This is an optimization exercise on Yosys and OpenROAD, whose aim is small area, a short achievable clock period and few clock cycles, not a production implementation.
At most, simulation tests tie the RTL to the original design; equivalence was not proved.
Only the layout flow was run in runs 2 and 3; the RTL was not checked for function there.
Power and IR drop assume default switching activity.

==> flow/config.mk <==
export PLATFORM = sky130hd
export DESIGN_NAME = tfrc_unit
export DESIGN_NICKNAME = tfrc_unit
export VERILOG_FILES = /design/flow/design.v
export SDC_FILE = /design/flow/constraint.sdc
export NUM_CORES = 4
export LEC_CHECK = 0
export CAP_MARGIN = 20
export CORE_MARGIN = 2
export CORE_UTILIZATION = 50
export SETUP_SLACK_MARGIN = 2.2
export SLEW_MARGIN = 20
==> flow/constraint.sdc <==
create_clock -name core_clock -period 6.0 [get_ports {clk}]
set_input_delay 1.2000 -clock core_clock [delete_from_list [all_inputs] [get_ports {clk}]]
set_output_delay 1.2000 -clock core_clock [all_outputs]
set_load 0.01 [all_outputs]
==> flow/design.v <==
module tfrc_unit (
    input  wire        clk,
    input  wire        rst,           
    input  wire        host_wr,
    input  wire [3:0]  host_addr,
    input  wire [31:0] host_wdata,
    output reg  [31:0] host_rdata,
    output reg         pb_en,
    output reg         pb_we,
    output reg  [29:0] pb_addr,
    output reg  [31:0] pb_wdata,
    output reg  [3:0]  pb_wstrb,
    input  wire [31:0] pb_rdata,
    input  wire        in_valid,
    input  wire [7:0]  in_data,
    input  wire        in_end,
    input  wire        in_fail,
    output reg         in_ready,
    output reg         out_valid,
    output reg  [7:0]  out_data,
    input  wire        out_ack,
    input  wire        out_fail
);
    localparam [7:0] OP_CRC32C  = 8'h01;
    localparam [7:0] OP_MASK    = 8'h02;
    localparam [7:0] OP_MCRC    = 8'h03;
    localparam [7:0] OP_WRFRAME = 8'h04;
    localparam [7:0] OP_RDFRAME = 8'h05;
    localparam [3:0] RC_OK      = 4'd1;
    localparam [3:0] RC_EOS     = 4'd2;
    localparam [3:0] RC_TRUNC   = 4'd3;
    localparam [3:0] RC_CKSUM   = 4'd4;
    localparam [3:0] RC_OVERSZ  = 4'd5;
    localparam [3:0] RC_IOFAIL  = 4'd6;
    localparam [3:0] RC_ILLEGAL = 4'd7;
    localparam [3:0] RC_PATHF   = 4'd8;
    localparam [3:0] S_IDLE = 4'd0;
    localparam [3:0] S_RUN  = 4'd1;     
    localparam [3:0] S_TXL  = 4'd2;     
    localparam [3:0] S_TXC  = 4'd3;     
    localparam [3:0] S_TXP  = 4'd4;     
    localparam [3:0] S_TXD  = 4'd5;     
    localparam [3:0] S_MSK  = 4'd6;     
    localparam [3:0] S_RXL  = 4'd8;     
    localparam [3:0] S_RXC  = 4'd9;     
    localparam [3:0] S_RXP  = 4'd10;    
    localparam [3:0] S_RXD  = 4'd11;    
    function [31:0] rotr15(input [31:0] x);
        rotr15 = {x[14:0], x[31:15]};
    endfunction
    function [31:0] rotl15(input [31:0] x);
        rotl15 = {x[16:0], x[31:17]};
    endfunction
    function [31:0] crc_byte(input [31:0] c, input [7:0] b);
        integer k;
        reg [31:0] s;
        begin
            s = c ^ {24'd0, b};
            for (k = 0; k < 8; k = k + 1)
                s = s[0] ? ((s >> 1) ^ 32'h82F63B78) : (s >> 1);
            crc_byte = s;
        end
    endfunction
    reg [3:0]  st;
    reg        verify;
    reg        rxfault, txfault;
    reg [3:0]  rc, fphase;
    reg [63:0] len;
    reg [31:0] arg, res, ck_comp, ck_stored;
    reg [31:0] q;            
    reg [31:0] cnt;          
    reg [23:0] xb;           
    reg [2:0]  pos;          
    reg        carry;        
    reg        mism;         
    reg        primed;       
    reg        mc;           
    reg [7:0]  obuf;         
    reg        fresh;        
    wire        busy   = (st != S_IDLE);
    wire [31:0] status = {16'd0, 4'd0, fphase, rc, 1'b0, txfault, rxfault, busy};
    wire        lenz  = (len[31:0] == 32'd0);
    wire        lenhi = (len[63:32] != 32'd0);
    wire [31:0] inc   = cnt + 32'd1;
    wire        einc  = (inc == len[31:0]);
    wire        len1  = (len[31:0] == 32'd1);
    reg         eq;      
    wire        s_txl = (st == S_TXL);
    wire        s_txc = (st == S_TXC);
    wire        s_txp = (st == S_TXP);
    wire        s_txd = (st == S_TXD);
    wire        s_run = (st == S_RUN);
    wire [1:0]  psel    = cnt[1:0] - 2'd1;
    wire [7:0]  pbb     = pb_rdata[8*psel +: 8];
    wire [2:0]  posn    = pos + 3'd1;
    wire [7:0]  lenbyte = posn[2] ? 8'd0 : len[8*posn[1:0] +: 8];    
    wire [7:0]  txdata  = ((s_txp && fresh) || s_run) ? pbb : obuf;
    wire [7:0]  crcin   = st[3] ? in_data : txdata;
    wire [31:0] qn      = rotr15(crc_byte(rotl15(q), crcin));
    reg  [7:0]  kb;
    always @(*) begin
        case (pos[1:0])
            2'd0: kb = 8'hD8;
            2'd1: kb = 8'hEA;
            2'd2: kb = 8'h82;
            default: kb = 8'hA2;
        endcase
    end
    wire        cin  = carry & (pos[1:0] != 2'd0);
    wire [8:0]  ssum = {1'b0, ~q[7:0]} + {1'b0, kb} + {8'd0, cin};
    wire [7:0]  sb   = ssum[7:0];
    wire [31:0] qs   = {sb, q[31:8]};
    wire        p3   = (pos[1:0] == 2'd3);
    wire        bad  = (sb != in_data);
    always @(*) begin
        case (host_addr)
            4'd0:    host_rdata = {31'd0, verify};
            4'd1:    host_rdata = status;
            4'd3:    host_rdata = len[31:0];
            4'd4:    host_rdata = arg;
            4'd5:    host_rdata = res;
            4'd6:    host_rdata = ck_comp;
            4'd7:    host_rdata = ck_stored;
            4'd8:    host_rdata = len[63:32];
            default: host_rdata = 32'd0;
        endcase
    end
    always @(*) begin
        in_ready  = st[3];
        out_valid = s_txl || s_txp || ((s_txc || s_txd) && (pos != 3'd0));
        out_data  = txdata;
        pb_en     = s_run || s_txc || s_txp || ((st == S_RXP) && in_valid && !eq);
        pb_we     = (st == S_RXP);
        pb_addr   = cnt[31:2];
        pb_wdata  = {4{in_data}};
        pb_wstrb  = 4'b0001 << cnt[1:0];
    end
    always @(posedge clk) begin
        fresh <= out_ack;
        if (rst) begin
            st        <= S_IDLE;
            verify    <= 1'b1;
            rxfault   <= 1'b0;
            txfault   <= 1'b0;
            rc        <= 4'd0;
            fphase    <= 4'd0;
            len       <= 64'd0;
            arg       <= 32'd0;
            res       <= 32'd0;
            ck_comp   <= 32'd0;
            ck_stored <= 32'd0;
        end else begin
            case (st)
            S_IDLE: begin
                if (host_wr) begin
                    case (host_addr)
                    4'd0: verify <= host_wdata[0];
                    4'd3: len[31:0] <= host_wdata;
                    4'd8: len[63:32] <= host_wdata;
                    4'd4: arg <= host_wdata;
                    4'd2: begin
                        cnt    <= 32'd0;
                        eq     <= lenz;
                        pos    <= 3'd0;
                        primed <= 1'b0;
                        q      <= 32'hFFFFFFFF;
                        obuf   <= len[7:0];
                        mc     <= (host_wdata[7:0] != OP_CRC32C);
                        case (host_wdata[7:0])
                        OP_CRC32C, OP_MCRC: begin
                            if (lenhi) begin
                                rc     <= RC_OVERSZ;
                                fphase <= S_RUN;
                            end else
                                st <= S_RUN;
                        end
                        OP_MASK: begin
                            q  <= ~rotr15(arg);
                            st <= S_MSK;
                        end
                        OP_WRFRAME: begin
                            if (txfault)
                                rc <= RC_PATHF;
                            else if (lenhi) begin
                                rc      <= RC_OVERSZ;
                                fphase  <= S_TXL;
                                txfault <= 1'b1;
                            end else
                                st <= S_TXL;
                        end
                        OP_RDFRAME: begin
                            if (rxfault)
                                rc <= RC_PATHF;
                            else
                                st <= S_RXL;
                        end
                        default: rc <= RC_ILLEGAL;
                        endcase
                    end
                    default: ;
                    endcase
                end
            end
            S_RUN: begin
                primed <= 1'b1;
                if (primed)
                    q <= qn;
                cnt <= inc;
                eq  <= einc;
                if (eq)
                    st <= S_MSK;
            end
            S_MSK: begin
                q     <= qs;
                carry <= ssum[8];
                pos   <= posn;
                if (!mc) begin
                    res <= ~rotl15(q);
                    rc  <= RC_OK;
                    st  <= S_IDLE;
                end else if (p3) begin
                    res <= qs;
                    rc  <= RC_OK;
                    st  <= S_IDLE;
                end
            end
            S_TXL, S_TXC, S_TXP, S_TXD: begin
                if (s_txp)
                    obuf <= txdata;
                if (out_fail && out_valid) begin
                    rc <= RC_IOFAIL; fphase <= st; txfault <= 1'b1; st <= S_IDLE;
                end else if ((s_txc || s_txd) && pos == 3'd0) begin
                    q     <= qs;
                    obuf  <= sb;
                    carry <= ssum[8];
                    pos   <= posn;
                end else if (out_ack) begin
                    case (st)
                    S_TXL: begin
                        q    <= qn;
                        pos  <= posn;
                        obuf <= lenbyte;
                        if (pos == 3'd7)
                            st <= S_TXC;
                    end
                    S_TXP: begin
                        q   <= qn;
                        cnt <= inc;
                        eq  <= einc;
                        if (eq) begin
                            pos <= 3'd0;
                            st  <= S_TXD;
                        end
                    end
                    default: begin
                        q     <= qs;
                        obuf  <= sb;
                        carry <= ssum[8];
                        pos   <= posn;
                        if (pos == 3'd4) begin
                            pos <= 3'd0;
                            if (s_txd) begin
                                rc <= RC_OK;
                                st <= S_IDLE;
                            end else begin
                                q   <= 32'hFFFFFFFF;
                                cnt <= 32'd1;
                                eq  <= len1;
                                st  <= lenz ? S_TXD : S_TXP;
                            end
                        end
                    end
                    endcase
                end
            end
            S_RXL, S_RXC, S_RXP, S_RXD: begin
                if (in_valid) begin
                    if (st == S_RXL) begin
                        q   <= qn;
                        {xb, cnt} <= {in_data, xb, cnt[31:8]};
                        pos <= posn;
                        if (pos == 3'd7) begin
                            len <= {in_data, xb, cnt};
                            st  <= S_RXC;
                        end
                    end else if (st == S_RXP && !eq) begin
                        q   <= qn;
                        cnt <= inc;
                        eq  <= einc;
                    end else begin
                        q     <= qs;
                        carry <= ssum[8];
                        pos   <= posn;
                        xb    <= {in_data, xb[23:8]};
                        mism  <= (mism && (pos[1:0] != 2'd0)) || bad;
                        if (st == S_RXP)
                            st <= S_RXD;
                        if (p3) begin
                            q   <= 32'hFFFFFFFF;
                            cnt <= 32'd0;
                            eq  <= lenz;
                            if (verify && (mism || bad)) begin
                                rc <= RC_CKSUM; fphase <= st; rxfault <= 1'b1; st <= S_IDLE;
                            end else if (st == S_RXD) begin
                                rc <= RC_OK; st <= S_IDLE;
                            end else if (lenhi) begin
                                rc <= RC_OVERSZ; fphase <= st; rxfault <= 1'b1; st <= S_IDLE;
                            end else
                                st <= S_RXP;
                        end
                    end
                end else if (in_fail || in_end) begin
                    if (in_fail)
                        rc <= RC_IOFAIL;
                    else if (st == S_RXL && pos == 3'd0)
                        rc <= RC_EOS;
                    else
                        rc <= RC_TRUNC;
                    if (in_fail || !(st == S_RXL && pos == 3'd0)) begin
                        fphase  <= (st == S_RXP && eq) ? S_RXD : st;
                        rxfault <= 1'b1;
                    end
                    st <= S_IDLE;
                end
            end
            default: st <= S_IDLE;
            endcase
            if (in_valid && (st == S_RXC || st == S_RXD) && p3 && verify) begin
                ck_comp   <= qs;
                ck_stored <= {in_data, xb};
            end
        end
    end
endmodule
==> flow/flow/run.sh <==
#!/bin/bash
set -euo pipefail
cd "$(dirname "$0")/.."
bash standard.sh \
  "BUFFER_PORTS_ARGS=-buffer_cell sky130_fd_sc_hd__buf_2" \
  "CTS_ARGS=-sink_clustering_enable -repair_clock_nets -dont_use_dummy_load -sink_clustering_size 20 -sink_clustering_max_diameter 60 -buf_list {sky130_fd_sc_hd__clkbuf_8 sky130_fd_sc_hd__clkbuf_16}" \
  finish > standard_flow.log 2>&1
==> flow/standard.sh <==
#!/bin/bash
# synth_recipe.tcl (not shown) runs the flow's synth.tcl, then flattens the netlist and writes it again
# the make line also repeats each setting of config.mk as NAME=value (left out here)
make -C /OpenROAD-flow-scripts/flow DESIGN_CONFIG=/design/flow/config.mk WORK_HOME=/design/flow/orfs CLKGATE_MAP_FILE= SYNTH_SCRIPT=/design/flow/synth_recipe.tcl "${@:-finish}"
==> impl_metrics.ini, run 1 <==
[synthesis]
syn_inst = 2347
syn_area_mm2 = 0.0193
synth_top_cell_by_area = dfxtp_1
async_flop_share_pct = 0
synthTopCellsByArea = dfxtp_1 22%, edfxtp_1 16%, nand2_1 7.6%
syn_nets = 2444
ys.flop_type = dfxtp_1
synth.top_cell.area_share_pct = 21.6
synth_area_per_cell_um2 = 8.22
ys_ff_latch = 312
ys_seq_area_share_pct = 37.8
yosysUniqueCellTypes = 88
synth-edff-count = 104
yosys_warnings = 1

[drt]
drtPass1Iterations = 6
dr_total_vias = 20300
drt_wl_total_um = 90400
wl_per_cell_um = 30.4
drc = 0
detail-route-antenna-nets = 0
vias_per_cell = 6.84
first_iter_violations = 3058

[cts]
htree_levels = 1
root_buffer = clkbuf_16
ctsLongestPathBuffers = 3
clk_latency_ns = 0.64
ctsHoldBuffers = 0
cts.sinks = 312
clk_pin_slew_ns = 0.06
cts_made_buffers = 30
cts_tree = done

[worst_setup_path]
crit_type = in -> out
cp-endpoint = host_rdata[7]
timing.rr.end = q[6]
crit_slowest_cell = a222oi_1
worstPathMaxFanout = 5
crit_top_cell = buf_12
cp_slowest_stage_delay_ns = 0.81
start_kind = primary input
ff2ff_setup_slack_ns = 2.30
worst_r2r_path_depth = 15
startpoint = host_addr[1]
rr_startpoint = cnt[0]
path_cells = buf_12 -> nand2_4 -> nor3_4 -> buf_12 -> a222oi_1 -> nand3_1 -> buf_2
crit_path_end_kind = primary output
worstPathRequired_ns = 4.80
arrival_ns = 2.77

[floorplan]
die-area_mm2 = 0.0402
rows = 71
coreArea_mm2 = 0.0378
die_width_um = 200
start_util_pct = 51.0
ioPinCount = 194
die_h_um = 200

[pwr]
p_leak_nw = 8.01
combPwrFrac_pct = 58.9
cellPowerDensity_mw_per_mm2 = 514
clkPwrFrac_pct = 14.8
max-vdd-ir-drop_mv = 0.437
internal-power_mw = 6.19
switchingPower_mw = 5.34
p_sw_share_pct = 46.3
seq_power_share_pct = 26.3

[sta]
hold_violations = 0
clock_skew_ns = 0.123
period_share_pct = 66.2
setup_slack_ns = 2.03
fmax_mhz = 252
setup_tns_ns = 0
final-setup-viol-count = 0
period_needed_ns = 3.97
maxSlewHeadroom_pct = 17.9
tightest_slew_ns = 1.23
drv_slew = 0
rsz0062_at_grt = yes

[run]
drv_cap = 0

[final_layout]
drive_gt1_share_pct = 19.4
utilization_pct = 59.3
syn2layout_area_growth_pct = 16.2
n_fill_cell = 3524
seq_area_mm2 = 0.00729
final_net_count = 2560
multi_input_area_mm2 = 0.0114

[global_routing]
antenna_found_initial = 6
track_usage_pct = 43.2
busiest_layer = met2
first_global_vias = 18400
met1_usage_pct = 57.9
grt.overflow.total = 0
grtUsageMet3_pct = 10.5
use_met2_pct = 64.2
grt_max_degree = 104
grt_pass1_wl_um = 129000

[placement]
io_buffers = 193
preCtsSetupSlack_ns = 1.38
dp_hpwl_um = 64400
gp_congestion = 1.00

[outcome]
outcome = finished clean

[worst_hold_path]
hold_path.class = reg -> reg
min_path_cells = 2
per-stage QoR:
step	area [um2]	hold slack, ns	cells	total power [mW]
after floorplan	19400	0.431	2347	6.79
after global placement	20400	0.439	2876	8.64
after detailed placement	20400	0.447	2876	8.60
after CTS	22100	0.456	2953	10.9
after global routing	22400	0.472	2972	11.9
final	22400	0.456	2973	11.5
registers in the layout (all words and copies together) (netlist names), 3 cells and up:
signal	flops
len	64
arg	32
ck_comp	32
ck_stored	32
cnt	32
q	32
res	32
xb	24
obuf	8
fphase	4
rc	4
st	4
pos	3
timing repair:
| action | in CTS | in global routing |
|---|---|---|
| gates resized for setup | 85 | 42 |
| cloned | 2 | 0 |
| setup buffers | 45 | 19 |
| endpoints found under the setup margin | 124 | 48 |
| pin swaps | 35 | 27 |
worst min path at each step:
stage	startpoint	to
2_1_floorplan	res[2]	res[2]
3_3_place_gp	res[13]	res[13]
3_5_place_dp	ck_stored[23]	ck_stored[23]
4_1_cts	ck_stored[23]	ck_stored[23]
5_1_grt	ck_stored[23]	ck_stored[23]
6_report	res[7]	res[7]
logic make-up (layout without fill, tap and decap cells):
logic type | Yosys count | count (layout) | share of synthesized area, %
simple gates | 821 | 821 | 18.9
xor+xnor | 154 | 154 | 8.54
other cells | 0 | 1 | 0
compound gates | 755 | 755 | 25.0
mux | 25 | 25 | 2.35
flops | 312 | 312 | 37.8
fa+ha+maj | 15 | 15 | 0.985
buf+inv | 265 | 379 | 6.48
metal layers:
metal,part of all wire (%),wire length [um],vias to the layer above
met5,0.069,62,-
met4,7.2,6490,6
met3,13,12000,305
met2,42,37900,1613
met1,38,33900,9727
li1,-,-,8676
area by class of cell:
| cell class | count | share of cell area [%] |
|---|---|---|
| Inverter | 30 | 0.502 |
| Tap cell | 511 | 2.85 |
| Multi-Input combinational cell | 1770 | 50.9 |
| Timing Repair Buffer | 319 | 9.93 |
| Sequential cell | 312 | 32.5 |
| Antenna cell | 1 | 0.0112 |
| Clock buffer | 30 | 3.35 |
synth_stat cells, types with 12 or more instances:
| cell type | n |
|---|---|
| nor3_1 | 35 |
| a211oi_1 | 90 |
| clkbuf_1 | 161 |
| edfxtp_1 | 104 |
| a32oi_1 | 17 |
| a21oi_1 | 275 |
| and2_1 | 47 |
| nor2_1 | 171 |
| nor4_1 | 21 |
| a22oi_1 | 95 |
| xnor2_1 | 60 |
| nand2b_1 | 13 |
| mux4_2 | 16 |
| buf_4 | 63 |
| nand2_1 | 389 |
| o21ai_0 | 145 |
| o221ai_1 | 13 |
| nand4_1 | 18 |
| inv_1 | 29 |
| xor2_1 | 71 |
| nand3_1 | 73 |
| dfxtp_1 | 208 |
| ha_1 | 12 |
critical path: cells and delay by family:
| family | cells | cell delay (ns) |
|---|---|---|
| AOI/OAI and AO/OA | 1 | 0.81 |
| buffers and inverters | 3 | 0.45 |
| and+or+nand+nor | 3 | 0.30 |
placed cells by master, fill, tap and decap left out, drive strengths merged, types with 6 or more instances in the layout:
cell type  instances
a32oi             17
dfxtp            208
mux2i              7
o211a              6
nor3              35
clkbuf            31
and3              11
o221ai            13
mux4              16
o31ai              6
a21o              10
nor2             171
buf              317
o22ai              7
edfxtp           104
nand2b            13
a221oi            15
and4               6
inv               29
xor2              75
o211ai            11
nor2b             10
a211oi            91
a222oi            11
a22oi             95
xnor2             72
or2                6
nand3             73
nand4             18
o21ai            150
ha                12
and2              49
a21oi            275
a31oi             11
nand2            389
nor4              21
power groups by stage:
stage               logic [mW]  clock network (mW)  registers [mW]
floorplan                 4.02                   0            2.77
global placement          5.60                   0            3.04
detailed placement        5.56                   0            3.04
CTS                       6.22                1.69            3.00
global route              7.08                1.76            3.04
finish                    6.78                1.71            3.03
Testbench counts, summed over its fixed seeds: cycles 53,900.
==> run 2: changes to the inputs <==
--- a/flow/design.v
+++ b/flow/design.v
@@ -83,7 +83,5 @@
     wire        lenhi = (len[63:32] != 32'd0);
     wire [31:0] inc   = cnt + 32'd1;
-    wire        einc  = (inc == len[31:0]);
-    wire        len1  = (len[31:0] == 32'd1);
-    reg         eq;      
+    wire        eq    = (cnt == len[31:0]);
     wire        s_txl = (st == S_TXL);
     wire        s_txc = (st == S_TXC);
@@ -94,11 +92,14 @@
     wire [7:0]  pbb     = pb_rdata[8*psel +: 8];
     wire [2:0]  posn    = pos + 3'd1;
-    wire [7:0]  lenbyte = posn[2] ? 8'd0 : len[8*posn[1:0] +: 8];    
+    wire [7:0]  lenbyte = len[8*posn +: 8];
     wire [7:0]  txdata  = ((s_txp && fresh) || s_run) ? pbb : obuf;
     wire [7:0]  crcin   = st[3] ? in_data : txdata;
     wire [31:0] qn      = rotr15(crc_byte(rotl15(q), crcin));
+    wire        useqn = (s_txl && (pos == 3'd7)) || (s_txp && eq);
+    wire [31:0] qa    = useqn ? qn : q;
+    wire [1:0]  kidx  = (s_txc || s_txd) ? posn[1:0] : (s_txl || s_txp) ? 2'd0 : pos[1:0];
     reg  [7:0]  kb;
     always @(*) begin
-        case (pos[1:0])
+        case (kidx)
             2'd0: kb = 8'hD8;
             2'd1: kb = 8'hEA;
@@ -107,8 +108,8 @@
         endcase
     end
-    wire        cin  = carry & (pos[1:0] != 2'd0);
-    wire [8:0]  ssum = {1'b0, ~q[7:0]} + {1'b0, kb} + {8'd0, cin};
+    wire        cin  = carry & (kidx != 2'd0);
+    wire [8:0]  ssum = {1'b0, ~qa[7:0]} + {1'b0, kb} + {8'd0, cin};
     wire [7:0]  sb   = ssum[7:0];
-    wire [31:0] qs   = {sb, q[31:8]};
+    wire [31:0] qs   = {sb, qa[31:8]};
     wire        p3   = (pos[1:0] == 2'd3);
     wire        bad  = (sb != in_data);
@@ -128,5 +129,5 @@
     always @(*) begin
         in_ready  = st[3];
-        out_valid = s_txl || s_txp || ((s_txc || s_txd) && (pos != 3'd0));
+        out_valid = s_txl || s_txc || s_txp || s_txd;
         out_data  = txdata;
         pb_en     = s_run || s_txc || s_txp || ((st == S_RXP) && in_valid && !eq);
@@ -161,10 +162,9 @@
                     4'd2: begin
                         cnt    <= 32'd0;
-                        eq     <= lenz;
                         pos    <= 3'd0;
                         primed <= 1'b0;
                         q      <= 32'hFFFFFFFF;
                         obuf   <= len[7:0];
-                        mc     <= (host_wdata[7:0] != OP_CRC32C);
+                        mc     <= (host_wdata[7:0] == OP_MCRC);
                         case (host_wdata[7:0])
                         OP_CRC32C, OP_MCRC: begin
@@ -206,8 +206,14 @@
                 if (primed)
                     q <= qn;
-                cnt <= inc;
-                eq  <= einc;
-                if (eq)
-                    st <= S_MSK;
+                if (eq) begin
+                    if (mc)
+                        st <= S_MSK;
+                    else begin
+                        res <= primed ? ~rotl15(qn) : 32'd0;
+                        rc  <= RC_OK;
+                        st  <= S_IDLE;
+                    end
+                end else
+                    cnt <= inc;
             end
             S_MSK: begin
@@ -215,9 +221,5 @@
                 carry <= ssum[8];
                 pos   <= posn;
-                if (!mc) begin
-                    res <= ~rotl15(q);
-                    rc  <= RC_OK;
-                    st  <= S_IDLE;
-                end else if (p3) begin
+                if (p3) begin
                     res <= qs;
                     rc  <= RC_OK;
@@ -228,11 +230,6 @@
                 if (s_txp)
                     obuf <= txdata;
-                if (out_fail && out_valid) begin
+                if (out_fail) begin
                     rc <= RC_IOFAIL; fphase <= st; txfault <= 1'b1; st <= S_IDLE;
-                end else if ((s_txc || s_txd) && pos == 3'd0) begin
-                    q     <= qs;
-                    obuf  <= sb;
-                    carry <= ssum[8];
-                    pos   <= posn;
                 end else if (out_ack) begin
                     case (st)
@@ -241,14 +238,32 @@
                         pos  <= posn;
                         obuf <= lenbyte;
-                        if (pos == 3'd7)
-                            st <= S_TXC;
+                        if (pos == 3'd7) begin
+                            q     <= qs;
+                            obuf  <= sb;
+                            carry <= ssum[8];
+                            st    <= S_TXC;
+                        end
+                    end
+                    S_TXC: begin
+                        q     <= qs;
+                        obuf  <= sb;
+                        carry <= ssum[8];
+                        pos   <= posn;
+                        if (p3) begin
+                            q     <= 32'hFFFFFFFF;
+                            obuf  <= 8'hD8;
+                            carry <= 1'b0;
+                            cnt   <= 32'd1;
+                            st    <= lenz ? S_TXD : S_TXP;
+                        end
                     end
                     S_TXP: begin
                         q   <= qn;
                         cnt <= inc;
-                        eq  <= einc;
                         if (eq) begin
-                            pos <= 3'd0;
-                            st  <= S_TXD;
+                            q     <= qs;
+                            obuf  <= sb;
+                            carry <= ssum[8];
+                            st    <= S_TXD;
                         end
                     end
@@ -258,15 +273,7 @@
                         carry <= ssum[8];
                         pos   <= posn;
-                        if (pos == 3'd4) begin
-                            pos <= 3'd0;
-                            if (s_txd) begin
-                                rc <= RC_OK;
-                                st <= S_IDLE;
-                            end else begin
-                                q   <= 32'hFFFFFFFF;
-                                cnt <= 32'd1;
-                                eq  <= len1;
-                                st  <= lenz ? S_TXD : S_TXP;
-                            end
+                        if (p3) begin
+                            rc <= RC_OK;
+                            st <= S_IDLE;
                         end
                     end
@@ -287,5 +294,4 @@
                         q   <= qn;
                         cnt <= inc;
-                        eq  <= einc;
                     end else begin
                         q     <= qs;
@@ -297,7 +303,8 @@
                             st <= S_RXD;
                         if (p3) begin
-                            q   <= 32'hFFFFFFFF;
-                            cnt <= 32'd0;
-                            eq  <= lenz;
+                            if (verify) begin
+                                ck_comp   <= qs;
+                                ck_stored <= {in_data, xb};
+                            end
                             if (verify && (mism || bad)) begin
                                 rc <= RC_CKSUM; fphase <= st; rxfault <= 1'b1; st <= S_IDLE;
@@ -306,6 +313,9 @@
                             end else if (lenhi) begin
                                 rc <= RC_OVERSZ; fphase <= st; rxfault <= 1'b1; st <= S_IDLE;
-                            end else
-                                st <= S_RXP;
+                            end else begin
+                                q   <= 32'hFFFFFFFF;
+                                cnt <= 32'd0;
+                                st  <= S_RXP;
+                            end
                         end
                     end
@@ -326,8 +336,4 @@
             default: st <= S_IDLE;
             endcase
-            if (in_valid && (st == S_RXC || st == S_RXD) && p3 && verify) begin
-                ck_comp   <= qs;
-                ck_stored <= {in_data, xb};
-            end
         end
     end
==> flow/run.sh (new file) <==
#!/bin/bash
# synth_recipe.tcl (not shown) runs the flow's synth.tcl, then flattens the netlist and writes it again
# the make line also repeats each setting of config.mk as NAME=value (left out here)
make -C /OpenROAD-flow-scripts/flow DESIGN_CONFIG=/design/flow/config.mk WORK_HOME=/design/flow/orfs CLKGATE_MAP_FILE= SYNTH_SCRIPT=/design/flow/synth_recipe.tcl finish
--- a/flow/config.mk
+++ b/flow/config.mk
@@ -8,5 +8,4 @@
 export CAP_MARGIN = 20
 export CORE_MARGIN = 2
-export CORE_UTILIZATION = 50
-export SETUP_SLACK_MARGIN = 2.2
+export CORE_UTILIZATION = 40
 export SLEW_MARGIN = 20
removed: flow/flow/run.sh
removed: flow/standard.sh
==> impl_metrics.ini, run 2 <==
[floorplan]
die_width_um = 231
die-area_mm2 = 0.0535
die_h_um = 231
ioPinCount = 194
coreArea_mm2 = 0.0512
start_util_pct = 40.3
rows = 83

[final_layout]
stdcell_area_mm2 = 0.0267
largest_reg_flops = 64
top_register = len
final_net_count = 2920
drive_gt1_share_pct = 19.5
utilization_pct = 52.2
most-common-layout-cells = 324 x nand2_1, 276 x a21oi_1, 269 x nor2_1, 263 x buf_4, 207 x dfxtp_1
final_common_cell = nand2_1
syn2layout_area_growth_pct = 29.4
stdcell_count = 3536

[cts]
root_buffer = clkbuf_16
ctsLongestPathBuffers = 3
cts.sinks = 311
clk_pin_slew_ns = 0.06
cts_tree = done
ctsHoldBuffers = 0
clk_latency_ns = 0.58
htree_levels = 2
cts_made_buffers = 39

[synthesis]
yosys.area_share.adder_pct = 0.884
synth_top_cell_by_area = dfxtp_1
synth_commonest_cells = 326 x nand2_1, 288 x a21oi_1, 279 x nor2_1, 208 x dfxtp_1, 175 x clkbuf_1
yosys_warnings = 1
synth-edff-count = 103
synth_compound_area_share_pct = 25.3
async_flop_share_pct = 0
synth_area_per_cell_um2 = 8.08
syn_area_mm2 = 0.0207
synth_top_family_by_area = compound AO/OA/AOI/OAI gates
synth_xor_xnor_area_share_pct = 7.00
synthTopCellsByArea = dfxtp_1 20%, edfxtp_1 15%, a21oi_1 7.0%
synth_mux_area_share_pct = 5.29
yosysUniqueCellTypes = 93
synth_most_common_cell = nand2_1
syn_inst = 2558
synth-simple-area-share_pct = 19.7
ys_ff_latch = 311
ys_seq_area_share_pct = 35.1
ys.flop_type = dfxtp_1
synth.top_cell.area_share_pct = 20.2
syn_nets = 2656

[global_routing]
met1_usage_pct = 52.0
use_met2_pct = 59.0
grt.overflow.total = 0
antenna_found_initial = 6
grt_pass1_wl_um = 152000
busiest_layer = met2
track_usage_pct = 39.0
grtUsageMet3_pct = 8.77
first_global_vias = 21100
grt_max_degree = 87

[sta]
rsz0062_at_grt = yes
final-setup-viol-count = 34
period_share_pct = 103
setup_slack_ns = -0.158
tightest_slew_ns = 1.20
setup_tns_ns = -4.74
drv_slew = 0
maxSlewHeadroom_pct = 19.7
period_needed_ns = 6.16
fmax_mhz = 162
clock_skew_ns = 0.0325
hold_violations = 0

[placement]
dp_hpwl_um = 79000
dpl_cell_area_mm2 = 0.0245
io_buffers = 193
gp_congestion = 0.981
placedCellCount = 3421

[drt]
dr_total_vias = 22500
drc = 0
vias_per_cell = 6.37
first_iter_violations = 3003
wl_per_cell_um = 30.3
detail-route-antenna-nets = 0
drt_wl_total_um = 107000
drtPass1Iterations = 7

[pwr]
clkPwrFrac_pct = 47.5
internal-power_mw = 3.87
switchingPower_mw = 1.39
cellPowerDensity_mw_per_mm2 = 197
p_sw_share_pct = 26.4
seq_power_share_pct = 42.0
max-vdd-ir-drop_mv = 0.255
power.total_mw = 5.25
combPwrFrac_pct = 10.5
p_leak_nw = 9.53

[worst_setup_path]
worstPathMaxFanout = 8
arrival_ns = 6.44
path_buf_inv = 4
start_kind = primary input
crit_path_end_kind = register
worstPathRequired_ns = 6.28
worst_r2r_path_depth = 27
cp_slowest_stage_delay_ns = 0.48
crit_type = in -> reg
rr_startpoint = cnt[1]
crit_slowest_cell = mux4_2
timing.rr.end = cnt[23]
ff2ff_setup_slack_ns = -0.07
critPathTopFamily = compound AO/OA/AOI/OAI gates

[worst_hold_path]
min_path_cells = 2
hp-start = ck_stored[11]
min_to = ck_stored[11]
hold_path.class = reg -> reg

[outcome]
outcome = failed layout checks
so_faults = setup timing

[run]
drv_cap = 0
run 2: cell count changes in the layout (fill, tap and decap cells not counted), moves of 34 or more:
cell	change
buf_4	+166
nand2_1	-63
nand3_1	-47
buf_2	-176
a22oi_1	-34
nor2_1	+110
clkdlybuf4s50_1	+168
run 2: how the worst max path moves through the flow:
stage / cells past startpoint / slack [ns] / start / end
global route: 26 / -0.34 / pb_rdata[0] / cnt[21]
finish: 26 / -0.16 / pb_rdata[0] / cnt[23]
floorplan: 22 / -0.64 / pb_rdata[0] / cnt[0]
detailed placement: 24 / -1.02 / pb_rdata[2] / rc[1]
CTS: 26 / -0.16 / pb_rdata[6] / cnt[29]
global placement: 26 / -1.02 / pb_rdata[6] / cnt[27]
run 2: per-layer routing:
layer | wire length, um | part of all wire, %
met5 | 12 | 0.011
met4 | 6510 | 6.1
met3 | 12200 | 11
met2 | 46400 | 43
met1 | 41900 | 39
run 2: final cells by class:
cell class                 instances  area, um2
fill                            4881      24500
multi-input combinational       1956      12900
sequential                       311       7260
timing repair buffer             480       4250
clock buffer                      57       1220
tap                              680        851
inverter                          34        128
clock inverter                    15        125
antenna                            3       7.51
run 2: cell families after synthesis:
group | Yosys count
AOI/OAI and AO/OA | 820
DFF | 311
muxes | 75
and+or+nand+nor | 894
adders and majority gates | 14
xor gates and xnor gates | 153
buffers and inverters | 291
run 2: power by group through the flow:
stage | Clock, mW | Combinational, mW | Sequential, mW
floorplan | 0 | 0.247 | 2.24
global placement | 0 | 0.512 | 2.25
detailed placement | 0 | 0.511 | 2.25
CTS | 2.50 | 0.519 | 2.20
global route | 2.58 | 0.571 | 2.21
finish | 2.50 | 0.552 | 2.21
run 2: worst reg2reg max path: cells and delay by family, from the launching register on:
kind / cells / cell delay [ns]
AO/OA/AOI/OAI: 7 / 1.53
AND/OR/NAND/NOR: 7 / 1.33
XOR/XNOR: 6 / 1.05
adder cells (fa/ha/maj): 2 / 0.61
buffers and inverters: 4 / 0.57
flip-flops: 1 / 0.35
multiplexers: 1 / 0.34
run 2: what timing repair did:
action	in CTS	in global routing
setup buffers	19	19
cloned	3	1
gates resized for setup	102	79
pin swaps	24	66
endpoints found under the setup margin	77	78
run 2: through the flow:
stage                     setup slack, ns  hold slack, ns
after floorplan                    -0.644           0.432
after global placement              -1.02           0.441
after detailed placement            -1.02           0.446
after CTS                          -0.162           0.454
after global routing               -0.335           0.470
final                              -0.158           0.454
==> run 3: changes to the inputs <==
--- a/flow/config.mk
+++ b/flow/config.mk
@@ -9,3 +9,4 @@
 export CORE_MARGIN = 2
 export CORE_UTILIZATION = 40
+export SETUP_SLACK_MARGIN = 2.7
 export SLEW_MARGIN = 20
==> impl_metrics.ini, run 3 <==
[drt]
vias_per_cell = 6.33
first_iter_violations = 3286
drc = 0
drtPass1Iterations = 7
drt_wl_total_um = 110000
wl_per_cell_um = 30.0
detail-route-antenna-nets = 0
dr_total_vias = 23100

[sta]
drv_slew = 0
hold_violations = 0
final-setup-viol-count = 56
tightest_slew_ns = 1.19
setup_tns_ns = -5.06
period_share_pct = 103
clock_skew_ns = 0.0407
setup_slack_ns = -0.157
fmax_mhz = 162
period_needed_ns = 6.16
rsz0062_at_grt = yes
whs_ns = 0.454
maxSlewHeadroom_pct = 20.9

[global_routing]
grt_max_degree = 118
grt_pass1_wl_um = 152000
first_global_vias = 21600
track_usage_pct = 38.9
grt.overflow.total = 0
antenna_found_initial = 4

[final_layout]
most-common-layout-cells = 304 x nand2_1, 286 x buf_4, 252 x nor2_1, 252 x a21oi_1, 207 x dfxtp_1
final_common_cell = nand2_1
top_register = len
largest_reg_flops = 64
stdcell_area_mm2 = 0.0297
syn2layout_area_growth_pct = 43.6
utilization_pct = 58.0
final_net_count = 3041
stdcell_count = 3656
drive_gt1_share_pct = 29.7

[synthesis]
syn_inst = 2558
synth-edff-count = 103
synth_commonest_cells = 326 x nand2_1, 288 x a21oi_1, 279 x nor2_1, 208 x dfxtp_1, 175 x clkbuf_1
synth.top_cell.area_share_pct = 20.2
async_flop_share_pct = 0
syn_area_mm2 = 0.0207
ys_seq_area_share_pct = 35.1
ys.flop_type = dfxtp_1
synthTopCellsByArea = dfxtp_1 20%, edfxtp_1 15%, a21oi_1 7.0%
synth_most_common_cell = nand2_1
syn_nets = 2656
yosys_warnings = 1
yosysUniqueCellTypes = 93
synth_top_cell_by_area = dfxtp_1
ys_ff_latch = 311
synth_area_per_cell_um2 = 8.08

[outcome]
so_faults = setup timing
outcome = failed layout checks

[worst_setup_path]
worstPathRequired_ns = 6.30
crit_path_end_kind = register
crit_type = in -> reg
start_kind = primary input
startpoint = pb_rdata[0]
rr_startpoint = cnt[0]
worstPathMaxFanout = 8
arrival_ns = 6.45

[cts]
clk_pin_slew_ns = 0.06
ctsLongestPathBuffers = 3
cts_made_buffers = 39
clk_latency_ns = 0.59
root_buffer = clkbuf_16
cts.sinks = 311
ctsHoldBuffers = 0
htree_levels = 2
cts_tree = done

[placement]
io_buffers = 193
dp_hpwl_um = 78800
gp_congestion = 1.01
placedCellCount = 3432
dpl_cell_area_mm2 = 0.0248
preCtsSetupSlack_ns = -1.14

[floorplan]
die_h_um = 231
die_width_um = 231
coreArea_mm2 = 0.0512
ioPinCount = 194
start_util_pct = 40.3
rows = 83
die-area_mm2 = 0.0535

[pwr]
p_leak_nw = 10.7
max-vdd-ir-drop_mv = 0.191
power.total_mw = 5.29
cellPowerDensity_mw_per_mm2 = 178

[worst_hold_path]
hold_path.class = reg -> reg
hp-start = ck_stored[28]

[run]
drv_cap = 0
## run 3: changes by cell type in the layout (fill, tap and decap cells not counted), sizes merged, moves of 2 or more
| cell | change |
|---|---|
| clkdlybuf4s15 | -3 |
| inv | -3 |
| clkinv | +9 |
| clkinvlp | -2 |
| buf | +143 |
| clkdlybuf4s50 | -23 |
## run 3: worst paths after layout
| check | to | slack [ns] | cells after the start |
|---|---|---|---|
| setup / recovery | cnt[17] | -0.16 | 28 |
| hold / removal | ck_stored[28] | 0.45 | 2 |
| setup reg to reg | cnt[17] | -0.12 | 27 |
| hold reg to reg | ck_stored[28] | 0.45 | 2 |
## run 3: cells by family after synthesis
family          count (synthesis)  share of synthesized area (%)
simple gates                  894                           19.7
compound gates                820                           25.3
flops                         311                           35.1
buf+inv                       291                           6.61
xor+xnor                      153                           7.00
mux                            75                           5.29
fa+ha+maj                      14                          0.884
## run 3: layout make-up
cell class                      count  area, um2
Sequential cell                   311       7260
Multi-Input combinational cell   1956      14400
Fill cell                        4609      21500
Inverter                           34        128
Antenna cell                        2       5.00
Tap cell                          680        851
Clock buffer                       54       1170
Clock inverter                     18        130
Timing Repair Buffer              601       5710
## run 3: what timing repair did
action                                  4_1_cts  5_1_grt
setup buffers                                54       87
gates resized for setup                     341      307
pin swaps                                    93      112
endpoints found under the setup margin      370      336
cloned                                        3        5
## run 3: critical path, stage by stage
cell and delay, ns:
buf_6 0.09, mux4_2 0.49, o211a_4 0.17, a221oi_4 0.22, buf_12 0.16, xnor2_4 0.09, xnor2_4 0.25, xnor2_4 0.17
xor2_4 0.19, xnor2_2 0.15, xnor2_2 0.16, nor2_1 0.09, a21oi_2 0.23, ha_4 0.25, o21ai_4 0.16, or3_4 0.15
nor3b_2 0.04, or3_4 0.39, or3_1 0.33, a211oi_2 0.18, buf_4 0.16, nand2_4 0.06, o31ai_4 0.31, nand3_2 0.14
a21oi_4 0.20, buf_12 0.15, buf_6 0.11, buf_16 0.12
## run 3: power breakdown
group          switching, mW  internal, mW  total (mW)
Combinational          0.369         0.294       0.663
Clock                   1.04          1.38        2.42
Sequential            0.0257          2.18        2.21
## run 3: layer usage
metal | part of all wire [%] | global-route usage, % | up-vias
met1 | 38 | 51.2 | 11200
met3 | 12 | 9.20 | 364
met2 | 44 | 58.7 | 1557
li1 | - | - | 10000
met4 | 6.2 | 21.0 | 6
met5 | 0.031 | 0 | -

re-timing with driven ports:
In the flow no input, the clock included, has a driving cell. The finished layouts below were timed again as built, in two steps. Step 1 sets driving cells, clkbuf_16 on the clock port and buf_2 on the other inputs (assumed; they add their load-dependent delay and slew). Step 2 moves the port delays by t, midway between the first and last clock arrival at a register: inputs arrive t later, outputs are due t later. That takes back most of the time a late clock gives input paths. Three values: ideal ports, drivers, drivers and shift; two values: the first two.
run | t, ns | setup WS [ns] | latest minus earliest clock arrival (ns) | worst data-port slew with drivers (ns)
run 1 | 0.642 | 2.030 / 1.972 / 1.681 | 0.122 / 0.122 | 0.07
run 2 | 0.628 | -0.158 / -0.131 / -0.759 | 0.032 / 0.032 | 0.05
run 3 | 0.625 | -0.157 / -0.128 / -0.753 | 0.040 / 0.041 | 0.06
For run 2, which loses most, drivers alone change the setup slack by +0.027 ns; drivers and shift together by -0.601 ns.
